This is an optimization exercise on Yosys and OpenROAD, whose aim is small area, not a production implementation. The RTL was checked by simulation tests, not by an equivalence proof against the original design. The clock port is modelled as an ideal driver; clocking choices that lean on that would not hold on a real chip. Power is estimated from default activity; no workload was simulated.

## adhat_engine
module adhat_engine (
    input  wire        clk,
    input  wire        rst,           
    input  wire        req_valid,
    output wire        req_ready,
    input  wire [4:0]  req_op,
    input  wire        req_adc,
    input  wire        req_sel,
    input  wire [7:0]  req_a,
    input  wire [7:0]  req_b,
    input  wire [7:0]  req_c,
    input  wire [7:0]  req_d,
    input  wire [7:0]  req_e,
    input  wire [7:0]  req_len,
    output wire [7:0]  lst_idx,
    input  wire        lst_sel,
    input  wire [7:0]  lst_a,
    input  wire [7:0]  lst_b,
    output wire        tp_valid,
    output reg  [3:0]  tp_kind,
    output reg  [7:0]  tp_data,
    input  wire        tp_ack,
    input  wire        tp_fail,
    input  wire [7:0]  tp_rdata,
    input  wire        tp_rdy,
    output wire        rsp_valid,
    output wire        val_valid,
    output wire [3:0]  rsp_status,
    output wire [31:0] rsp_value,
    output wire [7:0]  rsp_info_a,
    output wire [7:0]  rsp_info_b,
    output wire [7:0]  rsp_index,
    input  wire [4:0]  mir_addr,
    output wire [7:0]  mir_data,
    output reg  [2:0]  cfg_gain1,
    output reg  [3:0]  cfg_rate1,
    output reg  [2:0]  cfg_filt1,
    output reg         cfg_imode1,
    output reg  [2:0]  cfg_gain2,
    output reg  [1:0]  cfg_rate2,
    output reg         cfg_imode2,
    output reg         alive
);
Size: ~310 flip-flops, roughly 200 I/O pins, about 16000 sq um of cells after synthesis.
Settings: LEC_CHECK=0, CAP_MARGIN=20, CORE_MARGIN=2, CORE_UTILIZATION=40, GPL_ROUTABILITY_DRIVEN=0, PLACE_DENSITY=0.6, SLEW_MARGIN=20; clock period 10.0 ns.
standard.sh (not shown) runs the stock make flow with config.mk's settings and CLKGATE_MAP_FILE= SYNTH_SCRIPT=/design/flow/synth_recipe.tcl, a recipe that flattens the netlist after the stock synthesis.
==> flow/flow/run.sh <==
#!/bin/bash
# The standard layout (the standard.sh and its ORFS steps), with these changes:
#  - synthesis is the standard flow's synthesis script with an area-oriented ABC script for the
#    combinational logic (flow/synth.tcl, flow/abc_area.script); registers are unchanged;
#  - the port buffers are made of the smallest buffer cell instead of the resizer's default;
#  - clock tree synthesis clusters up to 24 sinks per clkbuf_16 and adds no dummy loads;
#  - the resizer repairs nets with the small buffers only (flow/small_buffers.tcl, sourced
#    before each step that may insert buffers).
set -euo pipefail
F="$PWD/flow"
export AREA_ABC_SCRIPT="$F/abc_area.script"
bash standard.sh \
  "SYNTH_SCRIPT=$F/synth.tcl" \
  "BUFFER_PORTS_ARGS=-buffer_cell sky130_fd_sc_hd__buf_1" \
  "CTS_ARGS=-sink_clustering_enable -repair_clock_nets -dont_use_dummy_load -buf_list sky130_fd_sc_hd__clkbuf_16 -sink_clustering_size 24 -sink_clustering_max_diameter 100" \
  "PRE_GLOBAL_PLACE_TCL=$F/small_buffers.tcl" "PRE_RESIZE_TCL=$F/small_buffers.tcl" \
  "PRE_DETAIL_PLACE_TCL=$F/small_buffers.tcl" "PRE_CTS_TCL=$F/small_buffers.tcl" \
  "PRE_REPAIR_TIMING_POST_PLACE_TCL=$F/small_buffers.tcl" "PRE_GLOBAL_ROUTE_TCL=$F/small_buffers.tcl" \
  finish > standard_flow.log 2>&1
Other scripts of this flow, unchanged in this note and not shown: flow/flow/abc_area.script, flow/flow/small_buffers.tcl, flow/flow/synth.tcl
Edit:
--- a/flow/design.v
+++ b/flow/design.v
@@ -34,42 +34,42 @@
     output wire [7:0]  mir_data,
     output reg  [2:0]  cfg_gain1,
     output reg  [3:0]  cfg_rate1,
     output reg  [2:0]  cfg_filt1,
     output reg         cfg_imode1,
     output reg  [2:0]  cfg_gain2,
     output reg  [1:0]  cfg_rate2,
     output reg         cfg_imode2,
     output reg         alive
 );
     localparam NREG = 27;
-    localparam OP_WRITEREG  = 5'h01, OP_READREG = 5'h02, OP_SENDCMD  = 5'h03,
-               OP_WRITEBLK  = 5'h04, OP_VERIFY  = 5'h05, OP_CONVERT  = 5'h06,
-               OP_SCAN      = 5'h07, OP_RTD     = 5'h08, OP_SETGAIN  = 5'h09,
-               OP_SETRATE   = 5'h0A, OP_SETFILT = 5'h0B, OP_SETMODE  = 5'h0C,
-               OP_HWRESET   = 5'h0D, OP_RELEASE = 5'h0E;
+    localparam OP_WRITEREG  = 4'h01, OP_READREG = 4'h02, OP_SENDCMD  = 4'h03,
+               OP_WRITEBLK  = 4'h04, OP_VERIFY  = 4'h05, OP_CONVERT  = 4'h06,
+               OP_SCAN      = 4'h07, OP_RTD     = 4'h08, OP_SETGAIN  = 4'h09,
+               OP_SETRATE   = 4'h0A, OP_SETFILT = 4'h0B, OP_SETMODE  = 4'h0C,
+               OP_HWRESET   = 4'h0D, OP_RELEASE = 4'h0E;
     localparam ST_OK = 4'd0, ST_TRANSPORT = 4'd1, ST_TIMEOUT = 4'd2, ST_CHECKSUM = 4'd3,
                ST_INVCHAN = 4'd4, ST_INVCONF = 4'd5, ST_FRAMELEN = 4'd6,
                ST_INVREG = 4'd7, ST_RELEASED = 4'd8;
     localparam TK_CSA = 4'd0, TK_CSD = 4'd1, TK_TX = 4'd2, TK_RX = 4'd3,
                TK_RDY = 4'd4, TK_PULSE = 4'd5, TK_DELAY = 4'd6, TK_IDLE = 4'd7;
     localparam S_IDLE  = 4'd0,                   S_CSA   = 4'd2,  S_CMD   = 4'd3,
                S_PAY   = 4'd4,  S_CSD   = 4'd5,  S_ABORT = 4'd6,  S_CALL  = 4'd7,
                S_NEXT  = 4'd8,  S_POLL  = 4'd9,  S_VLOOP = 4'd10, S_FCHK  = 4'd11,
                S_ERR   = 4'd12, S_RESP  = 4'd13, S_SLOAD = 4'd14, S_LOOP  = 4'd15;
     localparam P_MAIN  = 4'd0, P_EXMUX = 4'd1, P_EXMAG = 4'd2, P_MUX   = 4'd3,
                P_DLY   = 4'd4, P_START = 4'd5, P_POLL  = 4'd6, P_FRAME = 4'd7,
                P_RELMAG = 4'd8, P_RELMUX = 4'd9;
     reg [3:0] st;
     reg [3:0] step;
-    reg [4:0] op;
+    reg [3:0] op;             
     reg       adc;
     reg       sel;            
     reg [7:0] ra, rb, rc, rd;    
     reg [7:0] rp;             
     reg [2:0] rx;             
     reg       ebad;           
     reg [7:0] idx;            
     reg [7:0] acc;            
     reg [3:0] code;
     wire [31:0] fr = {rd, rb, ra, rp};
     wire [10:0] pcnt = {rx, rp};
@@ -295,23 +295,23 @@
         end
     endtask
     always @(posedge clk) begin
         if (rst) begin
             st    <= S_IDLE;
             alive <= 1'b1;
             reload_state;
         end else begin
             case (st)
                 S_IDLE: begin
                     if (req_valid) begin
-                        op   <= req_op;
+                        op   <= (req_op[4] || req_op[3:0] == 4'hF) ? 4'h0 : req_op[3:0];
                         adc  <= req_adc;
                         sel  <= req_sel || (req_op == OP_RTD);
                         ra   <= req_a;
                         rb   <= req_b;
                         rc   <= req_len;
                         rp   <= req_c;
                         rd   <= req_d;
                         rx   <= req_e[2:0];
                         ebad <= (req_e[7:3] != 5'd0);
                         idx  <= 8'd0;
                         acc  <= req_a[0] ? 8'h9B : 8'h00;
The changed run finished with timing, DRC and antenna clean.
Clock-buffer cell count does not change.
Fmax barely changes.
Setup slack got worse by 3.2 ps.
Power came out lower by 2.8%.
Final area is about the same.

==> port drivers added, routing unchanged <==
In the flow no input, the clock included, has a driving cell. The finished layouts below were timed again as built, in two steps.
Step 1: set_driving_cell puts a clkbuf_16 on clk and a buf_2 on each other input, an assumption about the parent block.
Step 2 adds t to the input delays and takes it off the output delays; t is the mean of the earliest and latest rising clock arrival at the registers after step 1. Input paths then give back, and output paths get back, about the clock's delay inside the block.
Slacks: ideal ports / drivers / drivers and shift; pairs: ideal ports / drivers.
run | shift t [ns] | setup slack, ns | worst hold slack (ns) | worst slew at a driven data input, ns
the first run | 0.565 | 3.676 / 3.653 / 3.653 | 0.494 / 0.494 / 0.494 | 0.09
the second run | 0.550 | 3.673 / 3.653 / 3.653 | 0.472 / 0.472 / 0.472 | 0.06
After both steps setup and hold are still met in every run listed. For the first run, which loses most, drivers alone change the setup slack by -0.023 ns; drivers and shift together by -0.023 ns.
